This is an optimization exercise on Yosys and OpenROAD, whose aim is small area, a short achievable clock period and few clock cycles per item, not a production implementation.
Only simulation tests tie the RTL to the original design; equivalence was not proved.

===== design/flow/design.v =====
module ladder_filter (
    input  wire        clk,
    input  wire        rst,         
    input  wire        cfg_we,
    input  wire [1:0]  cfg_addr,
    input  wire [31:0] cfg_data,
    input  wire        in_valid,
    output wire        in_ready,
    input  wire [31:0] in_x,
    input  wire [31:0] in_env,
    input  wire [31:0] in_fm,
    output reg         out_valid,
    output wire [31:0] out_y
);
    localparam signed [31:0] ONE      = 32'sd65536;
    localparam signed [31:0] C_M095   = -32'sd62259;      
    localparam signed [31:0] FC_MIN   = 32'sd327680;      
    localparam signed [31:0] FC_MAX   = 32'sd1300561920;  
    localparam signed [31:0] C_FXK    = 32'sd68866;
    localparam signed [31:0] C_N0     = 32'sd30;
    localparam signed [31:0] C_N1     = 32'sd405813;
    localparam signed [31:0] C_D1     = 32'sd809917;
    localparam signed [31:0] C_D2     = 32'sd289383;
    localparam signed [31:0] C_K6     = 32'sd471773984;
    localparam signed [31:0] C_K5     = 32'sd382585517;
    localparam signed [31:0] C_K4     = 32'sd31226140;
    localparam signed [31:0] C_K3     = 32'sd40301764;
    localparam signed [31:0] C_K2     = 32'sd14016267;
    localparam signed [31:0] C_K1     = 32'sd1114033;
    localparam signed [31:0] C_INV17  = 32'sd3855;
    localparam signed [31:0] C_4_27   = 32'sd9709;
    localparam signed [31:0] C_HPA    = 32'sd1386;
    localparam signed [31:0] SAT_LIM  = 32'sd98304;       
    localparam signed [31:0] CUT_RST  = 32'sd52428800;    
    localparam signed [31:0] M_K5     = -C_K5;
    localparam signed [31:0] M_K4     = -C_K4;
    localparam signed [31:0] M_ONE    = -ONE;
    localparam signed [19:0] M_4_27   = -20'sd9709;
    reg [13:0] ph;         
    reg        v_cur;      
    reg        v_prev;     
    wire busy = v_cur | (v_prev & ~ph[13]);
    assign in_ready = ~busy | ph[13];
    wire accept = in_valid & in_ready;
    reg signed [31:0] cutoff, rs, envmod, fmamt;
    reg signed [31:0] y1, y2, y3, y4, hp;
    reg signed [31:0] A, B, F1, F2, G, LO;
    reg        [14:0] fx;
    reg        [19:0] nd;      
    reg        [18:0] den;
    reg        [14:0] b0;
    assign out_y = G;
    wire [13:0] ph_n     = (rst | accept) ? 14'd1 : {ph[12:0], ph[13]};
    wire        v_cur_n  = ~rst & (accept | (~ph[13] & v_cur));
    wire        v_prev_n = ~rst & (accept ? (ph[13] & v_cur) : (ph[13] ? v_cur : v_prev));
    wire        busy_n   = v_cur_n | (v_prev_n & ~ph_n[13]);
    wire [13:0] ws_n     = ph_n & {14{busy_n}};
    reg  [13:0] ws;        
    reg         wlo;       
    reg g_wa_a, g_wa_b, g_wa_g, g_wa_f1;
    reg g_na_f1, g_na_a, g_nadd_y4;
    always @(posedge clk) begin
        ws        <= ws_n;
        wlo       <= ~busy_n;
        g_wa_a    <= ws_n[0] | ws_n[7] | ws_n[11];
        g_wa_b    <= ws_n[1] | ws_n[2];
        g_wa_g    <= ws_n[3] | ws_n[12];
        g_wa_f1   <= ws_n[4] | ws_n[10] | ws_n[13];
        g_na_f1   <= ph_n[0] | ph_n[2] | ph_n[6] | ph_n[11];
        g_na_a    <= ph_n[4] | ph_n[8] | ph_n[9] | ph_n[10] | ph_n[13];
        g_nadd_y4 <= ph_n[6] | ph_n[11];
    end
    reg        [17:0] fxk;     
    wire       [14:0] fx_n = mn[30:16];
    wire signed [31:0] sat_v;
    wire       [14:0] b0_n;
    wire [31:0] wb_n =
          ({32{ws_n[0]}}  & envmod)
        | ({32{ws_n[1]}}  & fmamt)
        | ({32{ws_n[2]}}  & cutoff)
        | ({32{ws_n[3]}}  & {rs[31:16] + 16'd1, rs[15:0]})
        | ({32{ws_n[4]}}  & {17'd0, b0})
        | ({32{ws_n[5]}}  & C_D2)
        | ({32{ws_n[6] | ws_n[7] | ws_n[8]}} & {17'd0, fx})
        | ({32{ws_n[9] | ws_n[10] | ws_n[12]}} & y4)
        | ({32{ws_n[11]}} & rs)
        | ({32{ws_n[13]}} & C_HPA)
        | ({32{~busy_n}}  & C_M095);
    wire [19:0] nb_n =
          ({20{ph_n[0]}}  & {5'd0, b0_n})
        | ({20{ph_n[2] | ph_n[6]}} & {5'd0, b0})
        | ({20{ph_n[1]}}  & G[19:0])
        | ({20{ph_n[4]}}  & C_FXK[19:0])
        | ({20{ph_n[5]}}  & {5'd0, fx_n})
        | ({20{ph_n[7] | ph_n[8] | ph_n[9] | ph_n[10]}} & {5'd0, fx})
        | ({20{ph_n[11]}} & M_4_27)
        | ({20{ph_n[12]}} & sat_v[19:0])
        | ({20{ph_n[13]}} & C_INV17[19:0]);
    wire [32:0] wbx = {wb_n, 1'b0};
    wire [20:0] nbx = {nb_n, 1'b0};
    reg  [15:0] w_one, w_two, w_neg;
    reg  [9:0]  n_one, n_two, n_neg;
    integer bi;
    always @(posedge clk) begin
        for (bi = 0; bi < 16; bi = bi + 1) begin
            w_one[bi] <= wbx[2*bi] ^ wbx[2*bi+1];
            w_two[bi] <= (wbx[2*bi+2] & ~wbx[2*bi+1] & ~wbx[2*bi]) | (~wbx[2*bi+2] & wbx[2*bi+1] & wbx[2*bi]);
            w_neg[bi] <= wbx[2*bi+2];
        end
        for (bi = 0; bi < 10; bi = bi + 1) begin
            n_one[bi] <= nbx[2*bi] ^ nbx[2*bi+1];
            n_two[bi] <= (nbx[2*bi+2] & ~nbx[2*bi+1] & ~nbx[2*bi]) | (~nbx[2*bi+2] & nbx[2*bi+1] & nbx[2*bi]);
            n_neg[bi] <= nbx[2*bi+2];
        end
    end
    wire [31:0] wa =
          ({32{g_wa_a}}   & A)
        | ({32{g_wa_b}}   & B)
        | ({32{g_wa_g}}   & G)
        | ({32{g_wa_f1}}  & F1)
        | ({32{ws[9]}}    & y4)
        | ({32{wlo}}      & cutoff)
        | ({32{ws[5]}}    & {17'd0, fx})
        | ({32{ws[6]}}    & C_D1)
        | ({32{ws[8]}}    & C_N1);
    wire [31:0] wadd =
          ({32{ws[4]}}  & y3)
        | ({32{ws[6]}}  & ONE)
        | ({32{ws[7]}}  & M_K4)
        | ({32{ws[8]}}  & C_N0)
        | ({32{ws[13]}} & hp);
    wire signed [31:0] mw;
    ladder_bmac #(.NR(16)) u_w (.a(wa), .one(w_one), .two(w_two), .neg(w_neg),
                                .addrow({wadd, 16'd0}), .cin(1'b0), .r(mw));
    wire [31:0] na =
          ({32{g_na_f1}}                         & F1)
        | ({32{ph[1]}}                          & rs)
        | ({32{g_na_a}}                          & A)
        | ({32{ph[5]}}                          & {C_K6[31:18], fxk})
        | ({32{ph[7]}}                          & {12'd0, nd})
        | ({32{ph[12]}}                         & F2);
    wire [31:0] nadd =
          ({32{ph[1]}}  & ONE)
        | ({32{ph[2]}}  & y2)
        | ({32{ph[5]}}  & M_K5)
        | ({32{g_nadd_y4}} & y4)
        | ({32{ph[7]}}  & {13'd0, den})
        | ({32{ph[8]}}  & C_K3)
        | ({32{ph[9]}}  & C_K2)
        | ({32{ph[10]}} & C_K1)
        | ({32{ph[12]}} & ~hp)
        | ({32{ph[13]}} & M_ONE);
    wire [15:0] nlow = {16{ph[11] | ph[12]}};
    wire signed [31:0] mn;
    ladder_bmac #(.NR(10)) u_n (.a(na), .one(n_one), .two(n_two), .neg(n_neg),
                                .addrow({nadd, nlow}), .cin(ph[12]), .r(mn));
    function signed [31:0] smax(input signed [31:0] a, input signed [31:0] b);
        smax = (a > b) ? a : b;
    endfunction
    function signed [31:0] smin(input signed [31:0] a, input signed [31:0] b);
        smin = (a < b) ? a : b;
    endfunction
    wire signed [31:0] fmterm = (fmamt != 32'sd0) ? (B >>> 1) : 32'sd0;
    wire signed [31:0] fc_sum = cutoff + A + fmterm;
    wire signed [31:0] off_v  = smin(smax(A, LO), cutoff <<< 2);
    wire signed [31:0] fc_v   = smin(smax(fc_sum, FC_MIN), FC_MAX);
    wire sat_hi = (y4 >= SAT_LIM);
    wire sat_lo = (y4 <= -SAT_LIM);
    assign sat_v = sat_hi ? ONE : sat_lo ? -ONE : mn;
    wire signed [31:0] y1_n   = y1 + (F1 <<< 1);
    wire [31:0] pa = ({32{ph[4]}} & F2) | ({32{ph[13]}} & B) | ({32{ph[1]}} & {F1[30:0], 1'b0})
                   | ({32{ph[3]}} & y2) | ({32{ph[5]}} & y3);
    wire [31:0] pb = ({32{ph[4]}} & ~y1) | ({32{ph[13]}} & ~F1) | ({32{ph[1]}} & y1)
                   | ({32{ph[3]}} & ~{y3[30:0], 1'b0}) | ({32{ph[5]}} & ~{y4[30:0], 1'b0});
    wire [31:0] pc = ({32{ph[4]}} & y2) | ({32{ph[1]}} & ~{y2[30:0], 1'b0}) | ({32{ph[3]}} & y4);
    wire [31:0] pd = {32{ph[1]}} & y3;
    wire [31:0] p_v = pa + pb + pc + pd + 32'd1;
    wire [20:0] t1 = {nd, 1'b0} - {2'b00, den};
    wire [19:0] r1 = t1[20] ? {nd[18:0], 1'b0} : t1[19:0];
    wire [20:0] t2 = {r1, 1'b0} - {2'b00, den};
    wire [19:0] r2 = t2[20] ? {r1[18:0], 1'b0} : t2[19:0];
    wire [20:0] t3 = {r2, 1'b0} - {2'b00, den};
    wire [19:0] r3 = t3[20] ? {r2[18:0], 1'b0} : t3[19:0];
    wire [2:0]  qb = {~t1[20], ~t2[20], ~t3[20]};
    wire div_en = ph[9] | ph[10] | ph[11] | ph[12] | ph[13];
    assign b0_n = div_en ? {b0[11:0], qb} : b0;
    always @(posedge clk) begin
        if (rst) begin
            ph        <= ph_n;
            v_cur     <= v_cur_n;
            v_prev    <= v_prev_n;
            out_valid <= 1'b0;
            cutoff    <= CUT_RST;
            rs        <= 32'sd0;
            envmod    <= 32'sd0;
            fmamt     <= 32'sd0;
            y1        <= 32'sd0;
            y2        <= 32'sd0;
            y3        <= 32'sd0;
            y4        <= 32'sd0;
            hp        <= 32'sd0;
        end else begin
            out_valid <= ws[12] & v_prev;
            if (cfg_we) begin
                case (cfg_addr)
                    2'd0: cutoff <= cfg_data;
                    2'd1: rs     <= cfg_data;
                    2'd2: envmod <= cfg_data;
                    2'd3: fmamt  <= cfg_data;
                endcase
            end
            ph     <= ph_n;
            v_cur  <= v_cur_n;
            v_prev <= v_prev_n;
            if (ph[1]  & v_prev) y1 <= y1_n;
            if (ph[2]  & v_prev) y2 <= mn;
            if (ws[4]  & v_prev) y3 <= mw;
            if (ph[6]  & v_prev) y4 <= mn;
            if (ws[13] & v_cur)  hp <= mw;
            if (wlo) LO <= mw;
            if (accept)               A <= in_env;
            else if (ws[0] | ws[7])   A <= mw;
            else if (ph[1])           A <= off_v;
            else if (ph[3])           A <= fc_v;
            else if (ph[5] | ph[8] | ph[9] | ph[10]) A <= mn;
            if (accept)               B <= in_fm;
            else if (ws[1] | ws[2])   B <= mw;
            else if (ph[4])           B <= p_v;
            if (ws[9] | ws[10])              F1 <= mw;
            else if (ph[0] | ph[12])         F1 <= mn;
            else if (ph[1] | ph[3] | ph[5] | ph[13]) F1 <= p_v;
            if (accept)       F2 <= in_x;
            else if (ws[11])  F2 <= mw;
            if (ws[3])                G <= mw;
            else if (ws[12])          G <= mw <<< 1;
            else if (ph[1] | ph[13])  G <= mn;
            if (ph[4]) begin fx <= fx_n; fxk <= {3'd0, fx_n} + C_K6[17:0]; end
            if (ws[5])                nd <= mw[19:0];
            else if (ws[8])           nd <= {mw[18:0], 1'b0};
            else if (div_en)          nd <= r3;
            if (ws[6])                den <= mw[18:0];
            else if (ph[7])           den <= mn[18:0];
            b0 <= b0_n;
        end
    end
endmodule
module ladder_bmac #(parameter NR = 16) (
    input  wire [31:0]   a,
    input  wire [NR-1:0] one,
    input  wire [NR-1:0] two,
    input  wire [NR-1:0] neg,
    input  wire [47:0]   addrow,
    input  wire          cin,
    output wire [31:0]   r
);
    function [47:0] kconst(input integer n);
        integer i;
        begin
            kconst = 48'd0;
            for (i = 0; i < n; i = i + 1)
                kconst = kconst - (48'd1 << (32 + 2 * i));
        end
    endfunction
    wire [32:0] ax = {a[31], a};
    wire [32:0] a2 = {a, 1'b0};
    wire [47:0] acc [0:NR];
    wire [47:0] negv;
    assign acc[0] = addrow + {47'd0, cin} + kconst(NR);
    genvar i;
    generate
        for (i = 0; i < NR; i = i + 1) begin : g_row
            wire [32:0] pp = (({33{one[i]}} & ax) | ({33{two[i]}} & a2)) ^ {33{neg[i]}};
            wire [47:0] row = {{(15){1'b0}}, ~pp[32], pp[31:0]} << (2 * i);
            assign negv[2*i]   = neg[i];
            assign negv[2*i+1] = 1'b0;
            assign acc[i+1] = acc[i] + row;
        end
    endgenerate
    assign negv[47:2*NR] = {(48 - 2 * NR){1'b0}};
    wire [47:0] s = acc[NR] + negv;
    assign r = s[47:16];
endmodule

===== design/flow/flow/run.sh =====
#!/bin/bash
# The standard layout (standard synthesis, floorplan, placement, CTS,
# routing) with one change: the resizer's setup repair aims for slack of
# SETUP_SLACK_MARGIN ns instead of 0, so it keeps sizing up the critical
# paths past the 20 ns clock. The clock and constraints are unchanged.
set -euo pipefail
bash standard.sh SETUP_SLACK_MARGIN=12 finish > standard_flow.log 2>&1

===== design/flow/standard.sh =====
#!/bin/bash
# synth_recipe.tcl (not shown) runs the flow's synth.tcl, then flattens the netlist and writes it again
# the make line also repeats each setting of config.mk as NAME=value (left out here)
make -C /OpenROAD-flow-scripts/flow DESIGN_CONFIG=/design/flow/config.mk WORK_HOME=/design/flow/orfs CLKGATE_MAP_FILE= SYNTH_SCRIPT=/design/flow/synth_recipe.tcl "${@:-finish}"

===== design/flow/config.mk =====
export PLATFORM = sky130hd
export DESIGN_NAME = ladder_filter
export DESIGN_NICKNAME = ladder_filter
export VERILOG_FILES = /design/flow/design.v
export SDC_FILE = /design/flow/constraint.sdc
export NUM_CORES = 4
export LEC_CHECK = 0
export CAP_MARGIN = 30
export CORE_MARGIN = 2
export CORE_UTILIZATION = 40
export SLEW_MARGIN = 30

===== design/flow/constraint.sdc =====
create_clock -name core_clock -period 20.0 [get_ports {clk}]
set_input_delay 4.0000 -clock core_clock [delete_from_list [all_inputs] [get_ports {clk}]]
set_output_delay 4.0000 -clock core_clock [all_outputs]
set_load 0.01 [all_outputs]

==> results of run 1 <==
==> area by class of cell <==
| type | instances | share of cell area |
|---|---|---|
| timing repair buffer | 773 | 0.07981 |
| tap | 2672 | 0.03501 |
| sequential | 677 | 0.1714 |
| inverter | 917 | 0.03662 |
| multi-input combinational | 7005 | 0.6455 |
| clock buffer | 128 | 0.02731 |
| timing repair inverter | 1 | 0.00006552 |
| antenna | 16 | 0.0004193 |
| clock inverter | 35 | 0.003813 |
==> cell usage in the layout, fill, tap and decap left out, types with 52 or more instances in the layout <==
cell | synthesis | final
xnor2_1 | 625 | 608
xor2_1 | 419 | 409
a211oi_1 | 91 | 76
edfxtp_1 | 273 | 273
nand3_1 | 131 | 117
a21oi_1 | 635 | 584
o22ai_1 | 119 | 110
buf_6 | 0 | 70
nand2_1 | 950 | 924
inv_1 | 905 | 872
a21o_1 | 117 | 117
a222oi_1 | 70 | 70
a22oi_2 | 1 | 80
a221oi_1 | 110 | 96
ha_1 | 466 | 408
a22oi_1 | 964 | 885
clkbuf_16 | 0 | 100
buf_4 | 1 | 449
fa_1 | 763 | 747
mux2_2 | 81 | 76
o21ai_0 | 284 | 246
nor2_1 | 393 | 360
clkdlybuf4s50_1 | 0 | 166
dfxtp_1 | 404 | 353
nor2b_1 | 56 | 52
==> state kept, by name (all words and copies together) (netlist names), 32 cells and up <==
name	count
y2	32
fmamt	32
F1	32
B	32
envmod	32
y4	32
G	32
LO	32
hp	32
A	32
y3	32
rs	32
F2	32
cutoff	32
==> cell families (layout without fill, tap and decap cells) <==
family | Yosys count | count (layout)
xor+xnor | 1051 | 1051
fa+ha+maj | 1229 | 1229
mux | 125 | 125
buf+inv | 1690 | 1854
other cells | 1 | 17
flops | 677 | 677
simple gates | 1885 | 1886
compound gates | 2713 | 2713
==> layer usage <==
metal,vias to the layer above,GRT usage,part of all wire
li1,32864,-,-
met1,40116,0.5021,0.36
met2,6043,0.6042,0.42
met3,1645,0.1328,0.13
met4,16,0.2941,0.091
met5,-,0.005830,0.00049
==> final timing paths <==
path / start / endpoint / slack, ns / depth (start not counted)
setup / recovery: A[10]$_DFFE_PP_ / G[31]$_DFFE_PP_ / 11.84 / 32
hold / removal: envmod[25]$_SDFFE_PP0P_ / envmod[25]$_SDFFE_PP0P_ / 0.45 / 2
hold reg to reg: envmod[25]$_SDFFE_PP0P_ / envmod[25]$_SDFFE_PP0P_ / 0.45 / 2
setup reg to reg: A[10]$_DFFE_PP_ / G[31]$_DFFE_PP_ / 11.84 / 32
==> worst min-delay path: cells and delay by family (launching register included) <==
kind / cells / cell delay, ns
DFF: 1 / 0.31
AOI/OAI and AO/OA: 1 / 0.05
and+or+nand+nor: 1 / 0.05
==> per-stage QoR <==
stage	setup slack, ns	area, um^2	hold slack [ns]
2_1_floorplan	12.04	81170	0.4359
3_3_place_gp	10.24	86320	0.4431
3_5_place_dp	10.10	86500	0.4493
4_1_cts	11.90	92360	0.4578
5_1_grt	11.71	95460	0.4701
6_report	11.84	95490	0.4548
==> what timing repair did <==
item	in CTS	in global routing
cloned	10	11
endpoints found under the hold margin	0	0
buffers inserted	123	115
setup endpoints to repair	353	227
pin swaps	65	149
gates resized for setup	311	414
==> reports/metrics.csv, run 1 <==
metric,value,unit
status,finished clean,
initial core utilization,0.4020,
die height,454.5,um
CP max stage delay,0.63,ns
kind of critical path,reg2reg,
Cells after Synth,9371,
Synth-to-Final Area Change,17.64,%
CP startpoint kind,flop,
largest family of logic cells by synthesized area,adder cells,
mux cell area share after synthesis,0.01671,
Max Root-Sink Buffers,3,
crit path buf inv count,8,
Tot GR Track Use,0.4100,
final instance count without filler cells,12224,
Sink Count,677,
first-pass GRT wire length,602800,um
layout cell share with drive strength beyond 1,0.1490,
WL/cell,35.87,um
gpl congestion,1.081,
leading area contributor after synthesis,fa_1,
register area share after synthesis,0.2006,
Fin. Hold Viols,0,
antenna-violating nets left,0,
crit path DAT,8.62,ns
library cells used by synthesis,100,
Routed Wire Length,438400,um
number of enable flip-flop cells after synthesis,273,
Synth top area share,0.1882,
ys flop type,dfxtp_1,
Synth area leaders,"fa_1 (19%), edfxtp_1 (10%), dfxtp_1 (10%), a22oi_1 (8.9%), ha_1 (7.2%)",
worst-skew pair later-pin latency,0.75,ns
max-slew violation count,0,
initial antenna violation count,34,
port buffer count,167,
Die Wd,454.5,um
worst slew pin tran,1.174,ns
via count,80684,
residual DRC count,0,
CP required,20.46,ns
Max Cap Viol,0,
CTS tree,yes,
"CP delay by family, top",adder cells,
complex-gate fraction of the synthesized area,0.2275,
Yosys warning total,3,
Pre-Repair DR Iteration Count,8,
gr ovfl total,0,
Slowest cell on crit path,a222oi_1,
Final Util,0.4729,
Worst Path Max Fanout,6,
clk_skew,0.05723,ns
period utilisation layout,0.4079,
routed vias/inst,6.600,
Seq cells post-synth,677,
Achievable Freq,122.6,MHz
Die ar.,206500,um^2
count of final setup violators,0,
Row Count,165,
RSZ-0062 raised after global routing,yes,
most frequent cells after synthesis,"a22oi_1 (964), nand2_1 (950), inv_1 (905)",
cts hold-fix bufs,0,
cts bufs inserted,87,
Core ar.,201900,um^2
crit end category,flop,
XOR/XNOR Fraction of Synth Area,0.1143,
most numerous cell in the Yosys netlist,a22oi_1,
async set or reset register ratio after synthesis,0,
"Avg Cell Area, Syn",8.662,um^2
simple logic cell fraction of the synthesized area,0.1022,
pin count of the biggest net entering global routing,74,
Mapped Area,81170,um^2
area share of fa/ha/maj cells after synthesis,0.2600,
Worst-path clk slew,0.06,ns
Hold WC Path Type,reg2reg,
drt initial violations,11814,
Sequential Area,16370,um^2
nets,10825,
post-synth net total,10734,
multi-input logic area,61640,um^2
CTS root buf,clkbuf_16,
Rel. slew slack,0.2147,
hpwl dp,316400,um
placed cell count,11786,
Boundary Pins,168,
vias in the first global route,77441,
Fin Setup TNS,0,ns
fillers,19349,
minimum clock period,8.158,ns
H-tree Lvls,3,
Testbench counts, summed over its fixed seeds: cycles 35,960, samples 2,560.
==> inputs of run 2 (changes only) <==
--- a/design/flow/design.v
+++ b/design/flow/design.v
@@ -57,20 +57,12 @@
     wire [13:0] ws_n     = ph_n & {14{busy_n}};
     reg  [13:0] ws;        
     reg         wlo;       
-    reg g_wa_a, g_wa_b, g_wa_g, g_wa_f1;
-    reg g_na_f1, g_na_a, g_nadd_y4;
+    reg g_nadd_y4;
     always @(posedge clk) begin
         ws        <= ws_n;
         wlo       <= ~busy_n;
-        g_wa_a    <= ws_n[0] | ws_n[7] | ws_n[11];
-        g_wa_b    <= ws_n[1] | ws_n[2];
-        g_wa_g    <= ws_n[3] | ws_n[12];
-        g_wa_f1   <= ws_n[4] | ws_n[10] | ws_n[13];
-        g_na_f1   <= ph_n[0] | ph_n[2] | ph_n[6] | ph_n[11];
-        g_na_a    <= ph_n[4] | ph_n[8] | ph_n[9] | ph_n[10] | ph_n[13];
         g_nadd_y4 <= ph_n[6] | ph_n[11];
     end
-    reg        [17:0] fxk;     
     wire       [14:0] fx_n = mn[30:16];
     wire signed [31:0] sat_v;
     wire       [14:0] b0_n;
@@ -113,16 +105,7 @@
             n_neg[bi] <= nbx[2*bi+2];
         end
     end
-    wire [31:0] wa =
-          ({32{g_wa_a}}   & A)
-        | ({32{g_wa_b}}   & B)
-        | ({32{g_wa_g}}   & G)
-        | ({32{g_wa_f1}}  & F1)
-        | ({32{ws[9]}}    & y4)
-        | ({32{wlo}}      & cutoff)
-        | ({32{ws[5]}}    & {17'd0, fx})
-        | ({32{ws[6]}}    & C_D1)
-        | ({32{ws[8]}}    & C_N1);
+    reg  [31:0] wa, na;
     wire [31:0] wadd =
           ({32{ws[4]}}  & y3)
         | ({32{ws[6]}}  & ONE)
@@ -132,13 +115,6 @@
     wire signed [31:0] mw;
     ladder_bmac #(.NR(16)) u_w (.a(wa), .one(w_one), .two(w_two), .neg(w_neg),
                                 .addrow({wadd, 16'd0}), .cin(1'b0), .r(mw));
-    wire [31:0] na =
-          ({32{g_na_f1}}                         & F1)
-        | ({32{ph[1]}}                          & rs)
-        | ({32{g_na_a}}                          & A)
-        | ({32{ph[5]}}                          & {C_K6[31:18], fxk})
-        | ({32{ph[7]}}                          & {12'd0, nd})
-        | ({32{ph[12]}}                         & F2);
     wire [31:0] nadd =
           ({32{ph[1]}}  & ONE)
         | ({32{ph[2]}}  & y2)
@@ -185,6 +161,28 @@
     wire div_en = ph[9] | ph[10] | ph[11] | ph[12] | ph[13];
     assign b0_n = div_en ? {b0[11:0], qb} : b0;
     always @(posedge clk) begin
+        wa <= ({32{ws_n[0]}}  & in_env)
+            | ({32{ws_n[1]}}  & B)
+            | ({32{ws_n[2] | ws_n[10]}} & mw)
+            | ({32{ws_n[3] | ws_n[12]}} & G)
+            | ({32{ws_n[4]}}  & p_v)
+            | ({32{ws_n[5]}}  & {17'd0, fx_n})
+            | ({32{ws_n[6]}}  & C_D1)
+            | ({32{ws_n[7]}}  & A)
+            | ({32{ws_n[8]}}  & C_N1)
+            | ({32{ws_n[9]}}  & y4)
+            | ({32{ws_n[11] | ws_n[13]}} & mn)
+            | ({32{~busy_n}}  & (rst ? CUT_RST : (cfg_we & (cfg_addr == 2'd0)) ? cfg_data : cutoff));
+        na <= ({32{ph_n[0] | ph_n[2] | ph_n[6]}} & p_v)
+            | ({32{ph_n[1]}}  & rs)
+            | ({32{ph_n[4]}}  & fc_v)
+            | ({32{ph_n[5]}}  & {C_K6[31:18], {3'd0, fx_n} + C_K6[17:0]})
+            | ({32{ph_n[7]}}  & {12'd0, nd})
+            | ({32{ph_n[8] | ph_n[11] | ph_n[12]}} & mw)
+            | ({32{ph_n[9] | ph_n[10]}} & mn)
+            | ({32{ph_n[13]}} & A);
+    end
+    always @(posedge clk) begin
         if (rst) begin
             ph        <= ph_n;
             v_cur     <= v_cur_n;
@@ -218,23 +216,18 @@
             if (ph[6]  & v_prev) y4 <= mn;
             if (ws[13] & v_cur)  hp <= mw;
             if (wlo) LO <= mw;
-            if (accept)               A <= in_env;
-            else if (ws[0] | ws[7])   A <= mw;
+            if (ws[0])                A <= mw;
             else if (ph[1])           A <= off_v;
-            else if (ph[3])           A <= fc_v;
-            else if (ph[5] | ph[8] | ph[9] | ph[10]) A <= mn;
+            else if (ph[5] | ph[10])  A <= mn;
             if (accept)               B <= in_fm;
-            else if (ws[1] | ws[2])   B <= mw;
+            else if (ws[2])           B <= mw;
             else if (ph[4])           B <= p_v;
-            if (ws[9] | ws[10])              F1 <= mw;
-            else if (ph[0] | ph[12])         F1 <= mn;
-            else if (ph[1] | ph[3] | ph[5] | ph[13]) F1 <= p_v;
+            if (ph[0] | ph[12])       F1 <= mn;
             if (accept)       F2 <= in_x;
-            else if (ws[11])  F2 <= mw;
             if (ws[3])                G <= mw;
             else if (ws[12])          G <= mw <<< 1;
             else if (ph[1] | ph[13])  G <= mn;
-            if (ph[4]) begin fx <= fx_n; fxk <= {3'd0, fx_n} + C_K6[17:0]; end
+            if (ph[4]) fx <= fx_n;
             if (ws[5])                nd <= mw[19:0];
             else if (ws[8])           nd <= {mw[18:0], 1'b0};
             else if (div_en)          nd <= r3;
--- a/design/flow/flow/run.sh
+++ b/design/flow/flow/run.sh
@@ -4,4 +4,4 @@
 # SETUP_SLACK_MARGIN ns instead of 0, so it keeps sizing up the critical
 # paths past the 20 ns clock. The clock and constraints are unchanged.
 set -euo pipefail
-bash standard.sh SETUP_SLACK_MARGIN=12 finish > standard_flow.log 2>&1
+bash standard.sh SETUP_SLACK_MARGIN=13 finish > standard_flow.log 2>&1
==> reports/metrics.csv, run 2 <==
metric,value,unit
status,finished clean,
initial core utilization,0.4028,
Mapped Area,81580,um^2
Fin. Hold Viols,0,
Die ar.,207600,um^2
Min Hold Slack,0.4587,ns
CP startpoint kind,flop,
Yosys warning total,3,
die height,455.6,um
crit end category,flop,
Cells after Synth,9284,
worst-skew pair later-pin latency,0.78,ns
kind of critical path,reg2reg,
Core ar.,202500,um^2
port buffer count,167,
worst slew pin tran,1.395,ns
RSZ-0062 raised after global routing,yes,
Die Wd,455.6,um
Fin Setup TNS,0,ns
Hold Crit Endpoint,envmod[31]$_SDFFE_PP0P_,
minimum clock period,8.444,ns
Pre-Repair DR Iteration Count,9,
Synth-to-Final Area Change,26.05,%
R2R Path Start,nd[5]$_DFFE_PP_,
post-synth net total,10647,
WL/cell,37.18,um
CTS tree,yes,
gr ovfl total,0,
first-pass GRT wire length,634500,um
vias in the first global route,79971,
Tot GR Track Use,0.4276,
Sink Count,719,
DP Worst Slack,9.641,ns
CTS root buf,clkbuf_16,
reg2reg setup slack,11.56,ns
Routed Wire Length,460800,um
pin count of the biggest net entering global routing,80,
Max Root-Sink Buffers,3,
Boundary Pins,168,
Worst-path clk slew,0.06,ns
residual DRC count,0,
layout cell share with drive strength beyond 1,0.2029,
ys flop type,dfxtp_1,
initial antenna violation count,56,
Worst Path Max Fanout,6,
async set or reset register ratio after synthesis,0,
cts hold-fix bufs,0,
most frequent cells in the layout,"inv_1 (845), nand2_1 (817), a22oi_1 (790)",
Max Cap Viol,0,
CP required,20.48,ns
gpl congestion,1.123,
library cells used by synthesis,91,
most numerous cell in the Yosys netlist,inv_1,
hold path depth,2,
leading area contributor after synthesis,fa_1,
H-tree Lvls,3,
antenna-violating nets left,0,
routed vias/inst,6.715,
period utilisation layout,0.4222,
nets,10977,
"most common cell after layout, fill and taps aside",inv_1,
CP max stage delay,0.48,ns
crit path DAT,8.92,ns
"Avg Cell Area, Syn",8.787,um^2
drt initial violations,13677,
R2R depth,41,
Synth area leaders,"fa_1 (19%), dfxtp_1 (11%), edfxtp_1 (9.6%), a22oi_1 (7.9%), ha_1 (7.1%)",
Achievable Freq,118.4,MHz
Hold Path Origin,envmod[31]$_SDFFE_PP0P_,
cts bufs inserted,89,
min setup slack post-route,11.56,ns
number of enable flip-flop cells after synthesis,261,
Seq cells post-synth,719,
most frequent cells after synthesis,"inv_1 (892), nand2_1 (868), a22oi_1 (858)",
FF-to-FF End,nd[12]$_DFFE_PP_,
hpwl dp,317800,um
Hold WC Path Type,reg2reg,
Rel. slew slack,0.06977,
Synth top area share,0.1872,
via count,83233,
Row Count,165,
Slowest cell on crit path,edfxtp_1,
clk_skew,0.05022,ns
count of final setup violators,0,
register area share after synthesis,0.2085,
max-slew violation count,0,
[run 2: cell count changes after synthesis, sizes merged, moves of 45 or more]
cell and delta:
a221oi +47, a22oi -107, buf +45, dfxtp +54, nand2 -82, o22ai -80
xnor2 -124, xor2 +108
[run 2: area by class of cell]
class | instances | area, um^2
diodes | 34 | 85.08
fillers | 18342 | 99690
inverters | 903 | 3518
clock inverters | 47 | 506.7
repair buffers | 1023 | 12020
flip-flops and latches | 719 | 17230
multi-input cells | 6878 | 63480
clock buffers | 119 | 2651
well taps | 2672 | 3343
[run 2: kinds of logic (layout without fill, tap and decap cells)]
group                    Yosys count  after routing  synth area share
multiplexers                     137            137           0.01802
AO/OA/AOI/OAI                   2722           2722            0.2299
other                              1             35        0.00004597
flip-flops                       719            719            0.2085
AND/OR/NAND/NOR                 1753           1753           0.09557
XOR/XNOR                        1036           1036            0.1114
buffers and inverters           1687           2092           0.07787
adder cells (fa/ha/maj)         1229           1229            0.2587
[run 2: how the worst max path moves through the flow]
| stage | start | end | slack [ns] | cells after the start |
|---|---|---|---|---|
| final | nd[5]$_DFFE_PP_ | nd[12]$_DFFE_PP_ | 11.56 | 41 |
| after global routing | den[0]$_DFFE_PP_ | nd[12]$_DFFE_PP_ | 11.22 | 42 |
| after CTS | nd[0]$_DFFE_PP_ | nd[4]$_DFFE_PP_ | 11.44 | 39 |
| after detailed placement | den[0]$_DFFE_PP_ | nd[11]$_DFFE_PP_ | 9.64 | 36 |
| after global placement | den[0]$_DFFE_PP_ | nd[11]$_DFFE_PP_ | 9.58 | 36 |
| after floorplan | nd[0]$_DFFE_PP_ | nd[19]$_DFFE_PP_ | 11.92 | 37 |
[run 2: timing repair]
action / 4_1_cts / 5_1_grt
pin swaps: 198 / 264
cloned: 42 / 7
setup buffers: 327 / 146
resized for setup: 1039 / 553
endpoints found under the setup margin: 440 / 310
[run 2: critical path, delay by kind of cell (launching register included)]
| kind | cells | cell delay (ns) |
|---|---|---|
| simple gates | 11 | 2.21 |
| fa+ha+maj | 3 | 0.64 |
| buf+inv | 9 | 1.32 |
| xor+xnor | 2 | 0.35 |
| flops | 1 | 0.48 |
| mux | 2 | 0.45 |
| compound gates | 14 | 2.68 |
[run 2: layer usage]
metal  vias up  global-route usage  share of wire
met2      6905              0.6002           0.40
met4        40              0.3051          0.091
met3      1831              0.1659           0.14
met5         -            0.002985        0.00077
li1      33267                   -              -
met1     41190              0.5329           0.36
[run 2: per-stage QoR]
step,cell area [um^2],cells,util
2_1_floorplan,81990,9284,-
5_1_grt,102800,12370,0.5074
3_5_place_dp,87070,11671,0.4299
3_3_place_gp,86910,11664,0.4291
4_1_cts,98900,12206,0.4883
6_report,102800,12395,0.5078
Testbench counts of run 2, summed over its fixed seeds: cycles 35,960, samples 2,560.
==> inputs of run 3 (changes only) <==
--- a/design/flow/design.v
+++ b/design/flow/design.v
@@ -151,13 +151,26 @@
     wire [31:0] pc = ({32{ph[4]}} & y2) | ({32{ph[1]}} & ~{y2[30:0], 1'b0}) | ({32{ph[3]}} & y4);
     wire [31:0] pd = {32{ph[1]}} & y3;
     wire [31:0] p_v = pa + pb + pc + pd + 32'd1;
-    wire [20:0] t1 = {nd, 1'b0} - {2'b00, den};
-    wire [19:0] r1 = t1[20] ? {nd[18:0], 1'b0} : t1[19:0];
-    wire [20:0] t2 = {r1, 1'b0} - {2'b00, den};
-    wire [19:0] r2 = t2[20] ? {r1[18:0], 1'b0} : t2[19:0];
-    wire [20:0] t3 = {r2, 1'b0} - {2'b00, den};
-    wire [19:0] r3 = t3[20] ? {r2[18:0], 1'b0} : t3[19:0];
-    wire [2:0]  qb = {~t1[20], ~t2[20], ~t3[20]};
+    wire [22:0] r8  = {nd, 3'b000};
+    wire [22:0] dd1 = {4'd0, den};
+    wire [22:0] dd2 = {3'd0, den, 1'b0};
+    wire [22:0] dd4 = {2'd0, den, 2'b00};
+    wire [22:0] dd3 = dd1 + dd2;
+    wire [22:0] dd5 = dd1 + dd4;
+    wire [22:0] dd6 = {dd3[21:0], 1'b0};
+    wire [22:0] dd7 = {1'b0, den, 3'b000} - dd1;
+    wire [23:0] c1 = {1'b0, r8} - {1'b0, dd1};
+    wire [23:0] c2 = {1'b0, r8} - {1'b0, dd2};
+    wire [23:0] c3 = {1'b0, r8} - {1'b0, dd3};
+    wire [23:0] c4 = {1'b0, r8} - {1'b0, dd4};
+    wire [23:0] c5 = {1'b0, r8} - {1'b0, dd5};
+    wire [23:0] c6 = {1'b0, r8} - {1'b0, dd6};
+    wire [23:0] c7 = {1'b0, r8} - {1'b0, dd7};
+    wire ge1 = ~c1[23], ge2 = ~c2[23], ge3 = ~c3[23], ge4 = ~c4[23];
+    wire ge5 = ~c5[23], ge6 = ~c6[23], ge7 = ~c7[23];
+    wire [2:0]  qb = {ge4, ge6 | (ge2 & ~ge4), ge7 | (ge5 & ~ge6) | (ge3 & ~ge4) | (ge1 & ~ge2)};
+    wire [19:0] r3 = ge7 ? c7[19:0] : ge6 ? c6[19:0] : ge5 ? c5[19:0] : ge4 ? c4[19:0] :
+                     ge3 ? c3[19:0] : ge2 ? c2[19:0] : ge1 ? c1[19:0] : r8[19:0];
     wire div_en = ph[9] | ph[10] | ph[11] | ph[12] | ph[13];
     assign b0_n = div_en ? {b0[11:0], qb} : b0;
     always @(posedge clk) begin
--- a/design/flow/flow/run.sh
+++ b/design/flow/flow/run.sh
@@ -4,4 +4,4 @@
 # SETUP_SLACK_MARGIN ns instead of 0, so it keeps sizing up the critical
 # paths past the 20 ns clock. The clock and constraints are unchanged.
 set -euo pipefail
-bash standard.sh SETUP_SLACK_MARGIN=13 finish > standard_flow.log 2>&1
+bash standard.sh SETUP_SLACK_MARGIN=12.5 finish > standard_flow.log 2>&1
==> reports/metrics.csv, run 3 <==
metric,value,unit
Slowest cell on crit path,a221oi_1,
routed vias/inst,6.695,
Fin Setup TNS,0,ns
CP max stage delay,0.71,ns
Core ar.,214600,um^2
register area share after synthesis,0.1971,
CP required,20.61,ns
Die Wd,468.5,um
worst-skew pair later-pin latency,0.77,ns
"Avg Cell Area, Syn",8.666,um^2
status,finished clean,
initial core utilization,0.4021,
max-slew violation count,0,
RSZ-0062 raised after global routing,yes,
Worst-path clk slew,0.06,ns
async set or reset register ratio after synthesis,0,
residual DRC count,0,
Routed Wire Length,484900,um
count of final setup violators,0,
met1 GRT Util,0.5680,
via count,86494,
Tot GR Track Use,0.4190,
"most common cell after layout, fill and taps aside",nand2_1,
cts bufs inserted,89,
Yosys warning total,3,
Sink Count,719,
grt met3 use,0.1568,
fillers,20630,
Synth top area share,0.1809,
kind of critical path,reg2reg,
first-pass GRT wire length,649800,um
port buffer count,167,
Max Cap Viol,0,
Mapped Area,86300,um^2
M2 GR Usage,0.5746,
Rel. slew slack,0.2234,
vias in the first global route,80616,
clk_skew,0.05772,ns
nets,11464,
hpwl dp,350700,um
Row Count,170,
Pre-Repair DR Iteration Count,14,
Synth-to-Final Area Change,15.79,%
crit path DAT,8.26,ns
antenna-violating nets left,0,
most frequent cells after synthesis,"nand2_1 (947), inv_1 (913), a22oi_1 (848)",
layout cell share with drive strength beyond 1,0.1124,
crit end category,flop,
GRT Max-Usage Layer,met2,
WL/cell,37.53,um
Achievable Freq,130.7,MHz
Cells after Synth,9958,
minimum clock period,7.652,ns
drt initial violations,15167,
library cells used by synthesis,92,
most frequent cells in the layout,"nand2_1 (941), inv_1 (898), a22oi_1 (819)",
pin count of the biggest net entering global routing,139,
Max Root-Sink Buffers,3,
ys flop type,dfxtp_1,
CTS tree,yes,
Boundary Pins,168,
Seq cells post-synth,719,
Die ar.,219500,um^2
leading area contributor after synthesis,fa_1,
most numerous cell in the Yosys netlist,nand2_1,
post-synth net total,11454,
Synth area leaders,"fa_1 (18%), dfxtp_1 (11%), edfxtp_1 (9.1%), ha_1 (8.4%), a22oi_1 (7.4%)",
Fin. Hold Viols,0,
H-tree Lvls,3,
worst slew pin tran,1.161,ns
Hold WC Path Type,reg2reg,
initial antenna violation count,51,
Worst Path Max Fanout,9,
period utilisation layout,0.3826,
Min Hold Slack,0.4555,ns
critical-path cell list,nor2_1 > o21ai_0 > a221oi_1 > buf_4 > ha_1 > fa_1 > fa_1 > inv_1 > fa_1 > ha_1 > ha_1 > a21boi_4 > nor2_1 > o21ai_1 > a21o_1 > a21oi_2 > o21ai_0 > a311o_1 > xnor2_1 > buf_4 > o221ai_1 > o31ai_1,
die height,468.5,um
cts hold-fix bufs,0,
CP startpoint kind,flop,
CTS root buf,clkbuf_16,
gpl congestion,1.113,
gr ovfl total,0,
number of enable flip-flop cells after synthesis,261,
run 3: layout make-up:
class,instances,area (um^2),share of cell area
Tap cell,2838,3551,0.03554
Multi-Input combinational cell,7528,64720,0.6476
Antenna cell,40,100.1,0.001002
Timing Repair Buffer,703,7831,0.07837
Clock buffer,115,2429,0.02430
Clock inverter,50,550.5,0.005509
Sequential cell,719,17200,0.1721
Inverter,927,3550,0.03552
run 3: kinds of logic (layout without fill, tap and decap cells):
kind of cell,after synthesis,in the layout,synth area share
buffers and inverters,1711,1795,0.07464
other,1,41,0.00004345
xor gates and xnor gates,1120,1120,0.1141
muxes,93,93,0.01135
AOI/OAI and AO/OA,2933,2933,0.2329
DFF,719,719,0.1971
and+or+nand+nor,2019,2019,0.1046
adders and majority gates,1362,1362,0.2653
run 3: critical path, delay by kind of cell (launching register included):
family          cells  cell delay, ns
compound gates     10            3.18
xor+xnor            1            0.14
fa+ha+maj           6            2.62
buf+inv             3            0.64
flops               1            0.43
simple gates        2            0.48
run 3: worst paths after layout:
| kind | cells after the start | start | to | slack (ns) |
|---|---|---|---|---|
| setup / recovery | 22 | ph[13]$_DFF_P_ | n_two[7]$_DFF_P_ | 12.35 |
| hold reg to reg | 2 | envmod[4]$_SDFFE_PP0P_ | envmod[4]$_SDFFE_PP0P_ | 0.46 |
| hold / removal | 2 | envmod[4]$_SDFFE_PP0P_ | envmod[4]$_SDFFE_PP0P_ | 0.46 |
| setup reg to reg | 22 | ph[13]$_DFF_P_ | n_two[7]$_DFF_P_ | 12.35 |
run 3: through the flow:
stage / util / instance area [um^2] / setup WS, ns / cells
2_1_floorplan: - / 86340 / 12.50 / 9958
3_3_place_gp: 0.4269 / 91620 / 10.16 / 12523
3_5_place_dp: 0.4277 / 91790 / 10.13 / 12532
4_1_cts: 0.4536 / 97350 / 12.39 / 12768
5_1_grt: 0.4652 / 99840 / 12.34 / 12885
6_report: 0.4656 / 99930 / 12.35 / 12920
run 3: routing by layer:
layer	wire (um)	vias up	share of wire
li1	-	35087	-
met1	188000	42916	0.39
met3	74150	1494	0.15
met4	33110	55	0.068
met5	627	-	0.0013
met2	189000	6942	0.39
run 3: timing repair:
action	4_1_cts	5_1_grt
gates cloned	12	25
resized for setup	417	259
setup endpoints to repair	323	145
pin swaps	35	80
setup buffers	59	84
Testbench counts of run 3, summed over its fixed seeds: cycles 35,960, samples 2,560.

[what the ideal ports hide]
Ports are ideal in the flow. The routed layouts listed here were re-timed in OpenROAD. Step 1 sets driving cells, clkbuf_16 on the clock port and buf_2 on the other inputs (assumed; they add their load-dependent delay and slew). Step 2, shift: input delay + t, output delay - t, t = (earliest + latest rising clock arrival at the registers) / 2. This alone moves slack from input paths to output paths. a / b / c = ideal / step 1 / step 2; a / b = the first two.
run | t (ns) | setup slack, ns | worst data-port slew with drivers (ns)
run 1 | 0.812 | 11.842 / 11.842 / 11.196 | 0.15
run 2 | 0.865 | 11.556 / 11.556 / 11.556 | 0.22
run 3 | 0.839 | 12.348 / 12.348 / 11.669 | 0.14
After both steps every run listed still meets setup and hold. For run 3, which loses most, drivers alone change the setup slack by 0.000 ns; drivers and shift together by -0.679 ns.
